This is an optimization exercise on Yosys and OpenROAD, whose aim is small area, a short achievable clock period and few clock cycles per item, not a production implementation. At most, simulation tests tie the RTL to the original design; equivalence was not proved. No activity file was given, so power comes from the tool's default toggle rates.

## pine
==> module pfor_unpack, before the edit <==
module pfor_unpack (
    input  wire        clk,
    input  wire        rst,           
    input  wire        cmd_valid,
    output wire        cmd_ready,
    input  wire [5:0]  cmd_b,         
    input  wire [7:0]  cmd_cexcept,   
    input  wire        cmd_delta,     
    input  wire        cmd_restart,   
    input  wire        w_valid,
    output wire        w_ready,
    input  wire [31:0] w_data,
    input  wire        x_valid,
    output wire        x_ready,
    input  wire [6:0]  x_pos,
    input  wire [31:0] x_res,
    output wire        o_valid,
    input  wire        o_ready,
    output wire [31:0] o_data
);
    reg         crdy, wrdy, xrdy;
    reg  [31:0] wd;              
    reg         wf;
    reg  [31:0] xr;              
    reg  [6:0]  xp;
    reg         xf;
    reg         act;             
    reg         fa;              
    reg  [5:0]  bq;
    reg  [7:0]  xl;              
    reg         xnz;             
    reg         hit;             
    reg         dq;
    reg         rq;              
    reg         pz;              
    reg  [6:0]  idx;
    reg         last;            
    reg  [4:0]  om;
    reg         nw;              
    reg  [4:0]  omn;             
    reg         nwn;             
    reg  [6:0]  idx1;            
    reg  [1:0]  slip;            
    reg         al;              
    reg  [31:1] r0, r1, r2, r3;
    reg  [31:0] u;
    reg         uv, ub, ua, ud;
    reg  [31:0] acc;             
    reg  [31:0] out;
    reg         ov;
    reg  [31:0] sk;              
    reg         sv;
    wire [62:0] f5    = {wd, r0};
    wire [46:0] f4    = om[4] ? f5[62:16] : f5[46:0];
    wire [38:0] f3    = om[3] ? f4[46:8]  : f4[38:0];
    wire [34:0] f2    = om[2] ? f3[38:4]  : f3[34:0];
    wire [32:0] f1    = om[1] ? f2[34:2]  : f2[32:0];
    wire [31:0] field = om[0] ? f1[32:1]  : f1[31:0];
    wire [31:0] mask  = bq[5] ? 32'hFFFFFFFF : ~(32'hFFFFFFFF << bq[4:0]);
    wire [31:0] p0    = bq[0] ? {xr[30:0], 1'b0}  : xr;
    wire [31:0] p1    = bq[1] ? {p0[29:0], 2'b0}  : p0;
    wire [31:0] p2    = bq[2] ? {p1[27:0], 4'b0}  : p1;
    wire [31:0] p3    = bq[3] ? {p2[23:0], 8'b0}  : p2;
    wire [31:0] p4    = bq[4] ? {p3[15:0], 16'b0} : p3;
    wire [31:0] uval  = (field & mask) | (hit ? p4 : 32'd0);
    wire [4:0]  s_om  = om + bq[4:0];                        
    wire [5:0]  s2    = {1'b0, omn} + {1'b0, bq[4:0]};
    wire        fb    = uv & !sv;
    wire [31:0] sum   = (acc & {32{ub}}) + u;
    wire        ofree = !ov | o_ready;
    wire        nb     = cmd_valid & crdy;
    wire        lane3  = fa & (idx[1:0] == 2'd3);
    wire        xuse   = fa & hit;
    wire        d_wf   = !wrdy | w_valid;
    wire        d_xf   = !xrdy | x_valid;
    wire        d_act  = !crdy | cmd_valid;
    wire [6:0]  d_idx  = crdy ? 7'd0 : fa ? idx1 : idx;
    wire        d_last = crdy ? 1'b0 : fa ? (idx == 7'd126) : last;
    wire [7:0]  d_xl   = crdy ? cmd_cexcept : xuse ? xl - 8'd1 : xl;
    wire        d_xnz  = crdy ? (cmd_cexcept != 8'd0) : xuse ? (xl != 8'd1) : xnz;
    wire [4:0]  d_om   = crdy ? 5'd31 : lane3 ? omn : om;
    wire        d_nw   = crdy ? (cmd_b != 6'd0) : lane3 ? nwn : nw;
    wire [1:0]  d_slip = crdy ? 2'd0 : (act & !fa) ? slip + 2'd1 : slip;
    wire        d_al   = (d_slip == 2'd0);
    wire        d_hit  = d_xnz & (xrdy ? (x_valid & (x_pos == d_idx)) : (xp == d_idx));
    wire        d_uv   = fa | (uv & sv);
    wire        d_sv   = ov & !o_ready & (sv | uv);
    wire        d_fa   = d_act & d_al & (!d_nw | d_wf) & (!d_xnz | d_xf) & !(d_uv & d_sv);
    assign cmd_ready = crdy;
    assign w_ready   = wrdy;
    assign x_ready   = xrdy;
    assign o_valid   = ov;
    assign o_data    = out;
    always @(posedge clk) begin
        if (wrdy) wd <= w_data;
        if (xrdy) begin
            xr <= x_res;
            xp <= x_pos;
        end
        if (crdy) begin
            bq <= cmd_b;
            dq <= cmd_delta;
        end
        idx  <= d_idx;
        idx1 <= crdy ? 7'd1 : fa ? idx1 + 7'd1 : idx1;
        xl   <= d_xl;
        xnz  <= d_xnz;
        om   <= d_om;
        nw   <= d_nw;
        slip <= d_slip;
        al   <= d_al;
        last <= d_last;
        omn  <= s_om;
        nwn  <= s2[5] | bq[5];
        r0 <= r1;
        r1 <= r2;
        r2 <= r3;
        r3 <= (fa & nw) ? wd[31:1] : r0;
        if (fa) begin
            u  <= uval;
            ub <= dq & !rq;
            ua <= dq | rq;
            ud <= dq;
        end
        if (fb & ua) acc <= sum & {32{ud}};
        if (ofree) begin
            if (sv) out <= sk;
            else if (fb) out <= sum;
        end else if (fb) begin
            sk <= sum;
        end
        if (rst) begin
            crdy <= 1'b1;
            wrdy <= 1'b1;
            xrdy <= 1'b1;
            wf   <= 1'b0;
            xf   <= 1'b0;
            act  <= 1'b0;
            fa   <= 1'b0;
            hit  <= 1'b0;
            pz   <= 1'b1;
            uv   <= 1'b0;
            ov   <= 1'b0;
            sv   <= 1'b0;
        end else begin
            crdy <= !d_act | (d_last & d_fa);
            wrdy <= !d_wf | (d_nw & d_fa);
            xrdy <= !d_xf | (d_hit & d_fa);
            wf   <= d_wf;
            xf   <= d_xf;
            act  <= d_act;
            fa   <= d_fa;
            hit  <= d_hit;
            if (nb) begin
                rq <= cmd_restart | pz;
                pz <= 1'b0;
            end else if (fa) begin
                rq <= 1'b0;
            end
            uv <= d_uv;
            sv <= d_sv;
            if (ofree) ov <= sv | fb;
        end
    end
endmodule
clock: 10.0 ns
lec_check: 0
cap_margin: 20
core_margin: 2
core_utilization: 40
cts_cluster_diameter: 60
cts_cluster_size: 30
place_density: 0.6
slew_margin: 20
standard.sh (not shown) runs the stock make flow with config.mk's settings and CLKGATE_MAP_FILE= SYNTH_SCRIPT=/design/flow/synth_recipe.tcl, a recipe that flattens the netlist after the stock synthesis.
==> flow/flow/run.sh <==
#!/bin/bash
# Standard ORFS layout (the standard.sh), with two knobs changed:
#  - timing repair aims at a setup slack of 6.8 ns, i.e. paths of about 3.2 ns
#    instead of the 10 ns clock, so the resizer actually speeds the design up;
#  - ports are buffered with buf_2 instead of the default delay-cell buffer.
# The make output goes to standard.log; ORFS writes each step's log under orfs/logs.
set -euo pipefail
bash standard.sh SETUP_SLACK_MARGIN=6.8 'BUFFER_PORTS_ARGS=-buffer_cell sky130_fd_sc_hd__buf_2' finish > standard.log 2>&1
Having completed the whole flow, pine delivered a layout that passed the timing, design-rule and antenna checks.
Edits applied to the flow inputs when going from pine to maple:
--- a/flow/design.v
+++ b/flow/design.v
@@ -91,10 +91,10 @@
     assign x_ready   = xrdy;
     assign o_valid   = ov;
     assign o_data    = out;
     always @(posedge clk) begin
-        if (wrdy) wd <= w_data;
-        if (xrdy) begin
+        if (!wf | (fa & nw)) wd <= w_data;
+        if (!xf | xuse) begin
             xr <= x_res;
             xp <= x_pos;
         end
         if (crdy) begin
==> comparison <==
maple against pine: post-synthesis instance total held steady; effective utilization at floorplan held steady; combinational group share of total power shrank by 0.8 points; number of violations reported at the end of detailed-routing iteration 0 shrank by 93; final worst slack grew by 81 ps. maple completed every stage of the flow, and the final layout passed the timing, design-rule and antenna checks. pine → maple: cell count shows a reduction of 7; fmax up about 2.6%; critical path depth now smaller; flip-flop and latch count saw an increase. Power: maple vs pine up about 4%. In the route summary, maple ends up with a via count exceeding that of pine. A most common library cell in the layout ignoring fill and taps of sky130_fd_sc_hd__edfxtp_1 is what pine shows, while sky130_fd_sc_hd__nand2_1 belongs to maple. Between maple and pine, share of synthesized cell area in and, or, nand and nor gates is higher for maple, pine comes in under that.
Testbench counts of maple, summed over its fixed seeds: cycles 49,176, items 384.
No functional check of the RTL was part of pine.

========
Another version of the RTL of pfor_unpack (not shown whole).
Size in the first run: roughly 380 flip-flops, roughly 130 I/O pins, about 0.017 mm² of cells after synthesis.
## pfor_unpack
module pfor_unpack (
    input  wire        clk,
    input  wire        rst,           
    input  wire        cmd_valid,
    output wire        cmd_ready,
    input  wire [5:0]  cmd_b,         
    input  wire [7:0]  cmd_cexcept,   
    input  wire        cmd_delta,     
    input  wire        cmd_restart,   
    input  wire        w_valid,
    output wire        w_ready,
    input  wire [31:0] w_data,
    input  wire        x_valid,
    output wire        x_ready,
    input  wire [6:0]  x_pos,
    input  wire [31:0] x_res,
    output wire        o_valid,
    input  wire        o_ready,
    output wire [31:0] o_data
);
export LEC_CHECK = 0
export CAP_MARGIN = 20
export CORE_MARGIN = 2
export CORE_UTILIZATION = 40
export PLACE_DENSITY = 0.6
export SLEW_MARGIN = 20
create_clock -name core_clock -period 10.0 [get_ports {clk}]
==> flow/flow/run.sh <==
#!/bin/bash
# Standard ORFS layout (the standard.sh), with these knobs changed:
#  - timing repair aims at a setup slack of 6.8 ns, i.e. paths of about 3.2 ns
#    instead of the 10 ns clock, so the resizer actually speeds the design up;
#  - ports are buffered with buf_1 instead of the default delay-cell buffer;
#  - clock tree: clkbuf_8 sink-cluster buffers, clusters of at most 20 sinks
#    within 40 um, no dummy loads.
# The make output goes to standard.log; ORFS writes each step's log under orfs/logs.
set -euo pipefail
bash standard.sh SETUP_SLACK_MARGIN=6.8 \
  'BUFFER_PORTS_ARGS=-buffer_cell sky130_fd_sc_hd__buf_1' \
  'CTS_ARGS=-sink_clustering_enable -repair_clock_nets -sink_clustering_size 20 -sink_clustering_max_diameter 40 -dont_use_dummy_load -sink_clustering_buffer sky130_fd_sc_hd__clkbuf_8' \
  finish > standard.log 2>&1
Testbench counts at the start, summed over its fixed seeds: cycles 49,176, items 384.
Rerun with:
--- a/flow/design.v
+++ b/flow/design.v
@@ -69,23 +69,23 @@
     wire [31:0] field = om[0] ? f1[32:1] : f1[31:0];
     wire [31:0] mask  = bq[5] ? 32'hFFFFFFFF : ~(32'hFFFFFFFF << bq[4:0]);
     wire [31:0] p0    = bq[0] ? {xr[30:0], 1'b0}  : xr;
     wire [31:0] p1    = bq[1] ? {p0[29:0], 2'b0}  : p0;
     wire [31:0] p2    = bq[2] ? {p1[27:0], 4'b0}  : p1;
     wire [31:0] p3    = bq[3] ? {p2[23:0], 8'b0}  : p2;
     wire [31:0] p4    = bq[4] ? {p3[15:0], 16'b0} : p3;
     wire [31:0] uval  = (field & mask) | (hit ? p4 : 32'd0);
     wire [4:0]  s_om  = om + bq[4:0];                        
     wire [5:0]  s2    = {1'b0, omn} + {1'b0, bq[4:0]};
     wire        fb    = uv & !sv;
-    wire [31:0] sa    = acc;
+    wire [31:0] sa    = acc & {32{ub}};
     wire [31:0] kg0 = sa & u, kp0 = sa ^ u;
     wire [31:0] kg1, kp1, kg2, kp2, kg3, kp3, kg4, kp4, kg5, kp5;
     genvar gi;
     generate
         for (gi = 0; gi < 32; gi = gi + 1) begin : pfx
             if (gi % 2 == 1) begin
                 assign kg1[gi] = kg0[gi] | (kp0[gi] & kg0[gi-1]);
                 assign kp1[gi] = kp0[gi] & kp0[gi-1];
             end else begin
                 assign kg1[gi] = kg0[gi];
                 assign kp1[gi] = kp0[gi];
@@ -111,24 +111,22 @@
                 assign kg4[gi] = kg3[gi];
                 assign kp4[gi] = kp3[gi];
             end
             if (gi >= 16) begin
                 assign kg5[gi] = kg4[gi] | (kp4[gi] & kg4[15]);
             end else begin
                 assign kg5[gi] = kg4[gi];
             end
         end
     endgenerate
     wire [31:0] sum   = kp0 ^ {kg5[30:0], 1'b0};
-    wire [31:0] alt   = sv ? sk : u;
-    wire [31:0] val   = (sv | !ub) ? alt : sum;
     wire        ofree = !ov | o_ready;
     wire        nb     = cmd_valid & crdy;
     wire        lane3  = fa & (idx[1:0] == 2'd3);
     wire        xuse   = fa & hit;
     wire        c_last = fa ? (idx == 7'd126) : last;
     wire        c_xnz  = xuse ? (xl != 8'd1) : xnz;
     wire        c_nw   = lane3 ? nwn : nw;
     wire [1:0]  c_slip = (act & !fa) ? slip + 2'd1 : slip;
     wire        d_wf   = !wrdy | w_valid;
     wire        d_xf   = (xrdy & x_valid) | (xf & !xuse);
     wire        d_act  = !crdy | cmd_valid;
@@ -174,25 +172,25 @@
         omn  <= s_om;
         nwn  <= s2[5] | bq[5];
         r0 <= r1;
         r1 <= r2;
         r2 <= r3;
         r3 <= (fa & nw) ? wd[31:1] : r0;
         if (fa) begin
             u  <= uval;
             ub <= dq & !rq;
             ud <= dq;
         end
-        if (fb & ud) acc <= val;
-        if (ofree) out <= val;
-        sk <= val;
+        if (fb & ud) acc <= sum;
+        if (ofree) out <= sv ? sk : sum;
+        if (!sv) sk <= sum;
         if (rst) begin
             crdy <= 1'b1;
             wrdy <= 1'b1;
             xrdy <= 1'b1;
             wf   <= 1'b0;
             xf   <= 1'b0;
             act  <= 1'b0;
             fa   <= 1'b0;
             hit  <= 1'b0;
             pz   <= 1'b1;
             uv   <= 1'b0;
After rerunning: The changed run went through all stages and came out clean; worst hold slack gains 23 ps; global-route usage is lower by 0.47 points; wire length decreases by about 2%; total power is about the same; cell count fell by about 1%; maximum frequency drops by about 4%; non-clock buffer count rose by 9; sequential power is about the same; clock power hardly moves; clock skew drops by 6.8 ps.
Testbench counts after the change, summed over its fixed seeds: cycles 49,176, items 384.

========
Setup of v6:
pfor_unpack again, from the RTL that the note above started with.
clock: 10.0 ns
lec_check: 0
cap_margin: 20
core_margin: 2
core_utilization: 40
place_density: 0.6
slew_margin: 20
==> flow/flow/run.sh <==
#!/bin/bash
# Standard ORFS layout (the standard.sh), with these knobs changed:
#  - timing repair aims at a setup slack of 6.9 ns, i.e. paths of about 3.1 ns
#    instead of the 10 ns clock, so the resizer actually speeds the design up;
#  - ports are buffered with buf_1 instead of the default delay-cell buffer;
#  - clock tree: clkbuf_8 sink-cluster buffers, clusters of at most 20 sinks
#    within 40 um, no dummy loads.
# The make output goes to standard.log; ORFS writes each step's log under orfs/logs.
set -euo pipefail
bash standard.sh SETUP_SLACK_MARGIN=6.90 \
  'BUFFER_PORTS_ARGS=-buffer_cell sky130_fd_sc_hd__buf_1' \
  'CTS_ARGS=-sink_clustering_enable -repair_clock_nets -sink_clustering_size 20 -sink_clustering_max_diameter 40 -dont_use_dummy_load -sink_clustering_buffer sky130_fd_sc_hd__clkbuf_8' \
  finish > standard.log 2>&1
Testbench counts of v6, summed over its fixed seeds: cycles 49,176, items 384.
What v7 does differently from v6 at the input level:
--- a/flow/design.v
+++ b/flow/design.v
@@ -74,13 +74,13 @@
     wire [31:0] p3    = bq[3] ? {p2[23:0], 8'b0}  : p2;
     wire [31:0] p4    = bq[4] ? {p3[15:0], 16'b0} : p3;
     wire [31:0] uval  = (field & mask) | (hit ? p4 : 32'd0);
     wire [4:0]  s_om  = om + bq[4:0];                        
     wire [5:0]  s2    = {1'b0, omn} + {1'b0, bq[4:0]};
     wire        fb    = uv & !sv;
-    wire [31:0] sa    = acc;
+    wire [31:0] sa    = acc & {32{ub}};
     wire [31:0] kg0 = sa & u, kp0 = sa ^ u;
     wire [31:0] kg1, kp1, kg2, kp2, kg3, kp3, kg4, kp4, kg5, kp5;
     genvar gi;
     generate
         for (gi = 0; gi < 32; gi = gi + 1) begin : pfx
             if (gi % 2 == 1) begin
@@ -116,14 +116,12 @@
             end else begin
                 assign kg5[gi] = kg4[gi];
             end
         end
     endgenerate
     wire [31:0] sum   = kp0 ^ {kg5[30:0], 1'b0};
-    wire [31:0] alt   = sv ? sk : u;
-    wire [31:0] val   = (sv | !ub) ? alt : sum;
     wire        ofree = !ov | o_ready;
     wire        nb     = cmd_valid & crdy;
     wire        lane3  = fa & (idx[1:0] == 2'd3);
     wire        xuse   = fa & hit;
     wire        c_last = fa ? (idx == 7'd126) : last;
     wire        c_xnz  = xuse ? (xl != 8'd1) : xnz;
@@ -179,15 +177,15 @@
         r3 <= (fa & nw) ? wd[31:1] : r0;
         if (fa) begin
             u  <= uval;
             ub <= dq & !rq;
             ud <= dq;
         end
-        if (fb & ud) acc <= val;
-        if (ofree) out <= val;
-        sk <= val;
+        if (fb & ud) acc <= sum;
+        if (ofree) out <= sv ? sk : sum;
+        if (!sv) sk <= sum;
         if (rst) begin
             crdy <= 1'b1;
             wrdy <= 1'b1;
             xrdy <= 1'b1;
             wf   <= 1'b0;
             xf   <= 1'b0;
Findings:
Total of fill cells in the finished design delta (v7 -> v6): insignificant
Fmax | v7 vs v6 | v7 slower
Clock latency of the later-clocked register in the worst-skew pair: v7 vs v6 down 30 ps
v7 reports its beginning of the critical path as ub while v6 reports out[9].
Going from v6 to v7, instance count on the critical path up 9; clock network fraction of design power went down 0.8 points; fraction of final layout cells sized beyond drive strength 1 saw an increase; post-route cell area did not really move; power lower.
Testbench counts of v7, summed over its fixed seeds: cycles 49,176, items 384.

-- re-timing with driven ports --
The flow's constraints put no driver on any port. The routed layouts listed below were extracted and timed again, unchanged, in two steps. Step 1 assumes that a clkbuf_16 drives the clock port and a buf_2 every other input. Step 2 moves the port delays by t, midway between the first and last clock arrival at a register: inputs arrive t later, outputs are due t later. That takes back most of the time a late clock gives input paths. Slacks: ideal / step 1 / step 2; pairs: ideal / step 1.
| run | t, ns | setup WS [ns] | hold WS [ns] | pins driven straight from the clock port |
|---|---|---|---|---|
| pine | 0.647 | 6.816 / 6.761 / 6.530 | 0.312 / 0.312 / 0.312 | 1 |
| maple | 0.595 | 6.898 / 6.842 / 6.497 | 0.329 / 0.329 / 0.329 | 1 |
| the first run of note 2 | 0.586 | 6.888 / 6.831 / 6.546 | 0.277 / 0.277 / 0.277 | 1 |
| the second run of note 2 | 0.568 | 6.750 / 6.750 / 6.424 | 0.299 / 0.299 / 0.299 | 1 |
| v6 | 0.586 | 6.939 / 6.883 / 6.541 | 0.277 / 0.277 / 0.277 | 1 |
| v7 | 0.557 | 6.849 / 6.849 / 6.490 | 0.286 / 0.286 / 0.286 | 1 |
After both steps every run listed still meets setup and hold. For maple, which loses most, drivers alone change the setup slack by -0.056 ns; drivers and shift together by -0.401 ns.
